Background: an optimization exercise with open tools, aiming at small area, a short achievable clock period and few clock cycles per item. Do not read the settings as production practice.
The RTL was checked by simulation tests, not by an equivalence proof against the original design.
Power figures rest on the tool's default switching activity, not on a simulated workload.

==> flow/design.v <==
module gs_writer (
    input             clk,
    input             rst,
    input             cmd_valid,
    output            cmd_ready,
    input      [3:0]  cmd_op,
    input      [7:0]  cmd_nbits,
    input      [63:0] cmd_value,
    output            out_valid,
    input             out_ready,
    output     [31:0] out_data,
    output     [2:0]  out_bytes,
    output reg        rsp_valid,
    output reg [2:0]  rsp_code,
    output     [15:0] rsp_bits,
    output     [31:0] rsp_crc
);
    localparam [2:0] F_OK       = 3'd0;
    localparam [2:0] F_WIDTH    = 3'd2;
    localparam [2:0] F_ILLEGAL  = 3'd3;
    localparam [2:0] F_STATE    = 3'd4;
    localparam [2:0] F_OVERFLOW = 3'd5;
    reg         c_valid;
    reg         c_open;    
    reg         c_write;   
    reg         c_emit;    
    reg         c_noarg;   
    reg         c_badw;    
    reg         c_long;    
    reg  [6:0]  c_n;       
    reg  [63:0] c_val;     
    reg  [7:0]  c_end;     
    reg         wopen;     
    reg         flush;     
    reg         half;      
    reg  [31:0] wa;        
    reg  [31:0] wb;        
    reg  [6:0]  cnt;       
    reg         f32;       
    reg         g32;       
    reg         nz;        
    reg  [2:0]  ob;        
    reg         par;       
    reg  [15:0] total;     
    reg  [31:0] crc;       
    reg         h1;        
    reg         h2;        
    wire full_word = f32;
    wire any       = nz;
    assign out_valid = h1 && (full_word || (flush && any));
    assign out_data  = wa;
    assign out_bytes = ob;
    assign rsp_bits  = total;
    assign rsp_crc   = ~crc;
    wire take = out_valid && out_ready;
    wire room  = !g32 || take;
    wire go    = c_valid && !flush && room && !(c_open && full_word);
    wire first = go && c_long && !half;
    wire done  = go && !(c_long && !half);
    wire can   = c_valid && !flush && !(c_open && full_word) && !(c_long && !half);
    assign cmd_ready = (!c_valid || (can && !g32)) || ((can && out_valid) && out_ready);
    wire        overflow = total[15] || (total[14:6] == 9'h1FF && c_end[7] && c_end[6:0] != 7'd0);
    reg [2:0] code;
    always @(*) begin
        if (!(c_write || ((c_open || c_emit) && c_noarg)))
            code = F_ILLEGAL;
        else if (c_open)
            code = F_OK;
        else if (!wopen)
            code = F_STATE;
        else if (c_emit)
            code = F_OK;
        else if (c_badw)
            code = F_WIDTH;
        else if (overflow)
            code = F_OVERFLOW;
        else
            code = F_OK;
    end
    wire write_ok = c_write && wopen && !c_badw && !overflow;
    wire [31:0] piece = (c_long && !half) ? c_val[63:32] : c_val[31:0];
    wire [4:0]  rot   = ~c_end[4:0];                                      
    wire        rot32 = ~c_end[5] ^ (c_long && !half) ^ par ^ take;
    reg [63:0] ins;
    integer k;
    always @(*) begin
        ins = {32'd0, piece};
        ins = {ins[62:0], ins[63]};
        for (k = 0; k < 5; k = k + 1)
            if (rot[k])
                ins = (ins << (1 << k)) | (ins >> (64 - (1 << k)));
        if (rot32)
            ins = {ins[31:0], ins[63:32]};
    end
    wire        put     = (first || done) && write_ok;
    wire [5:0]  put_len = (c_long && !half) ? {1'b0, c_n[4:0] == 5'd0, c_n[4:0]}
                        : (half ? 6'd32 : c_n[5:0]);
    wire [6:0]  c_sum   = cnt + {1'b0, put_len};
    wire [6:0]  c_sum32 = c_sum - 7'd32;
    wire [6:0]  c_tk    = full_word ? cnt - 7'd32 : 7'd0;
    wire [6:0]  cnt_put = take ? c_sum32 : c_sum;
    wire [6:0]  cnt_np  = take ? c_tk : cnt;
    wire [6:0]  cnt_nx  = put ? cnt_put : cnt_np;
    function [31:0] crc8;
        input [31:0] c;
        integer b;
        begin
            crc8 = c;
            for (b = 0; b < 8; b = b + 1)
                crc8 = crc8[0] ? ((crc8 >> 1) ^ 32'hEDB88320) : (crc8 >> 1);
        end
    endfunction
    wire        do_h1    = !h1 && (cnt[6] || cnt[5] || cnt[4] || (flush && any));
    wire        do_h2    = out_valid && !h2 && (full_word || (cnt[4] && |cnt[3:0]));
    wire [15:0] crc_in   = h1 ? wa[15:0] : wa[31:16];
    wire        crc_two  = h1 ? (full_word || (cnt[4:3] == 2'b11 && |cnt[2:0]))
                              : (cnt[6:4] != 3'd0 || cnt[3:0] > 4'd8);
    wire [31:0] crc_x    = crc ^ {16'd0, crc_in[7:0], crc_in[15:8]};
    wire [31:0] crc_1    = crc8(crc_x);
    wire [31:0] crc_2    = crc8(crc_1);
    wire [31:0] crc_word = crc_two ? crc_2 : crc_1;
    reg [63:0] vmask;
    integer j;
    always @(*)
        for (j = 0; j < 64; j = j + 1)
            vmask[j] = (cmd_nbits[7:6] != 2'd0) || (j < cmd_nbits[5:0]);
    always @(posedge clk) begin
        if (rst) begin
            c_valid <= 1'b0;
        end else if (cmd_ready) begin
            c_valid <= cmd_valid;
            c_open  <= (cmd_op == 4'h1);
            c_write <= (cmd_op == 4'h2) || (cmd_op == 4'h3);
            c_emit  <= (cmd_op == 4'h4);
            c_noarg <= (cmd_nbits == 8'd0) && (cmd_value == 64'd0);
            c_badw  <= (cmd_nbits == 8'd0) || (cmd_nbits > 8'd64);
            c_long  <= cmd_nbits[7] | cmd_nbits[6] | (cmd_nbits[5] & |cmd_nbits[4:0]);
            c_n     <= cmd_nbits[6:0];
            c_val   <= cmd_value & vmask;
            c_end   <= (c_valid && c_open && c_noarg) ? {1'b0, cmd_nbits[6:0]}
                     : (c_valid && c_write) ? {1'b0, c_end[6:0]} + {1'b0, cmd_nbits[6:0]}
                     : {1'b0, total[6:0]} + {1'b0, cmd_nbits[6:0]};
        end
    end
    always @(posedge clk) begin
        if (rst) begin
            wopen     <= 1'b0;
            flush     <= 1'b0;
            half      <= 1'b0;
            wa        <= 32'd0;
            wb        <= 32'd0;
            cnt       <= 7'd0;
            f32       <= 1'b0;
            g32       <= 1'b0;
            nz        <= 1'b0;
            ob        <= 3'd0;
            par       <= 1'b0;
            total     <= 16'd0;
            crc       <= 32'hFFFFFFFF;
            h1        <= 1'b0;
            h2        <= 1'b0;
            rsp_valid <= 1'b0;
            rsp_code  <= 3'd0;
        end else begin
            rsp_valid <= 1'b0;
            {wa, wb}  <= (take ? {wb, 32'd0} : {wa, wb}) | (put ? ins : 64'd0);
            cnt       <= cnt_nx;
            f32       <= cnt_nx >= 7'd32;
            g32       <= cnt_nx > 7'd32;
            nz        <= cnt_nx != 7'd0;
            ob        <= (cnt_nx >= 7'd32) ? 3'd4 : ({1'b0, cnt_nx[4:3]} + {2'b0, |cnt_nx[2:0]});
            if (do_h1 || do_h2)
                crc <= crc_word;
            if (do_h1)
                h1 <= 1'b1;
            if (do_h2)
                h2 <= 1'b1;
            if (take) begin
                par <= ~par;
                h1  <= 1'b0;
                h2  <= 1'b0;
            end
            if (first)
                half <= 1'b1;
            if (flush && !any) begin
                flush     <= 1'b0;
                wopen     <= 1'b0;
                par       <= 1'b0;
                rsp_valid <= 1'b1;
                rsp_code  <= F_OK;
            end
            if (done) begin
                half      <= 1'b0;
                rsp_valid <= 1'b1;
                rsp_code  <= code;
                if (code != F_OK) begin
                    if (code != F_ILLEGAL)
                        wopen <= 1'b0;
                end else if (c_open) begin
                    wopen <= 1'b1;
                    wa    <= 32'd0;
                    wb    <= 32'd0;
                    cnt   <= 7'd0;
                    f32   <= 1'b0;
                    g32   <= 1'b0;
                    nz    <= 1'b0;
                    ob    <= 3'd0;
                    par   <= 1'b0;
                    total <= 16'd0;
                    crc   <= 32'hFFFFFFFF;
                    h1    <= 1'b0;
                    h2    <= 1'b0;
                end else if (c_write) begin
                    total <= total + {9'd0, c_n};
                end else begin
                    rsp_valid <= 1'b0;
                    flush     <= 1'b1;
                end
            end
        end
    end
endmodule
clock: 6.0 ns
lec_check: 0
cap_margin: 20
core_margin: 2
core_utilization: 40
cts_cluster_diameter: 100
cts_cluster_size: 30
place_density: 0.6
setup_slack_margin: 3
slew_margin: 20
standard.sh (not shown) runs the stock make flow with config.mk's settings and CLKGATE_MAP_FILE= SYNTH_SCRIPT=/design/flow/synth_recipe.tcl, a recipe that flattens the netlist after the stock synthesis.
==> flow/flow/run.sh <==
#!/bin/bash
# The standard layout (standard.sh: ORFS synthesis to final layout), with one change:
# the buffer placed on every input and output port is the smallest buffer cell,
# sky130_fd_sc_hd__buf_1, instead of the default pick. Timing repair may still resize it.
set -euo pipefail
export BUFFER_PORTS_ARGS="-buffer_cell sky130_fd_sc_hd__buf_1"
bash standard.sh > standard.log 2>&1
Testbench counts at the start, summed over its fixed seeds: cycles 11,688, commands 9,484.
Change:
--- a/flow/design.v
+++ b/flow/design.v
@@ -40,5 +40,4 @@
     reg         g32;       
     reg         nz;        
-    reg  [2:0]  ob;        
     reg         par;       
     reg  [15:0] total;     
@@ -50,5 +49,5 @@
     assign out_valid = h1 && (full_word || (flush && any));
     assign out_data  = wa;
-    assign out_bytes = ob;
+    assign out_bytes = full_word ? 3'd4 : ({1'b0, cnt[4:3]} + {2'b0, |cnt[2:0]});
     assign rsp_bits  = total;
     assign rsp_crc   = ~crc;
@@ -154,5 +153,4 @@
             g32       <= 1'b0;
             nz        <= 1'b0;
-            ob        <= 3'd0;
             par       <= 1'b0;
             total     <= 16'd0;
@@ -169,5 +167,4 @@
             g32       <= cnt_nx > 7'd32;
             nz        <= cnt_nx != 7'd0;
-            ob        <= (cnt_nx >= 7'd32) ? 3'd4 : ({1'b0, cnt_nx[4:3]} + {2'b0, |cnt_nx[2:0]});
             if (do_h1 || do_h2)
                 crc <= crc_word;
@@ -205,5 +202,4 @@
                     g32   <= 1'b0;
                     nz    <= 1'b0;
-                    ob    <= 3'd0;
                     par   <= 1'b0;
                     total <= 16'd0;
Non-clock buffer count falls by 35.
Clock-buffer cell count fell by 1.
Die area came out lower slightly.
Worst hold slack improves by 0.011 ns.
Total power shrinks by a few percent.
Setup slack gets worse by 0.11 ns.
Via count shrinks slightly.
Testbench counts after the change, summed over its fixed seeds: cycles 11,688, commands 9,484.

[re-timing with driven ports]
The results above use ideal ports. As a check the final layouts listed here were re-extracted and re-timed, cells and wires unchanged. Step 1: set_driving_cell puts a clkbuf_16 on clk and a buf_2 on each other input, an assumption about the parent block. Step 2 moves the port delays by t, midway between the first and last clock arrival at a register: inputs arrive t later, outputs are due t later. That takes back most of the time a late clock gives input paths. Slacks: ideal ports / drivers / drivers and shift; pairs: ideal ports / drivers.
| run | shift t [ns] | slack for setup (ns) | cell pins on the clock port's net |
|---|---|---|---|
| the first run | 0.553 | 2.992 / 2.926 / 2.581 | 1 |
| the second run | 0.552 | 2.884 / 2.827 / 2.533 | 1 |
After both steps setup and hold are still met in every run listed. For the first run, which loses most, drivers alone change the setup slack by -0.066 ns; drivers and shift together by -0.411 ns.
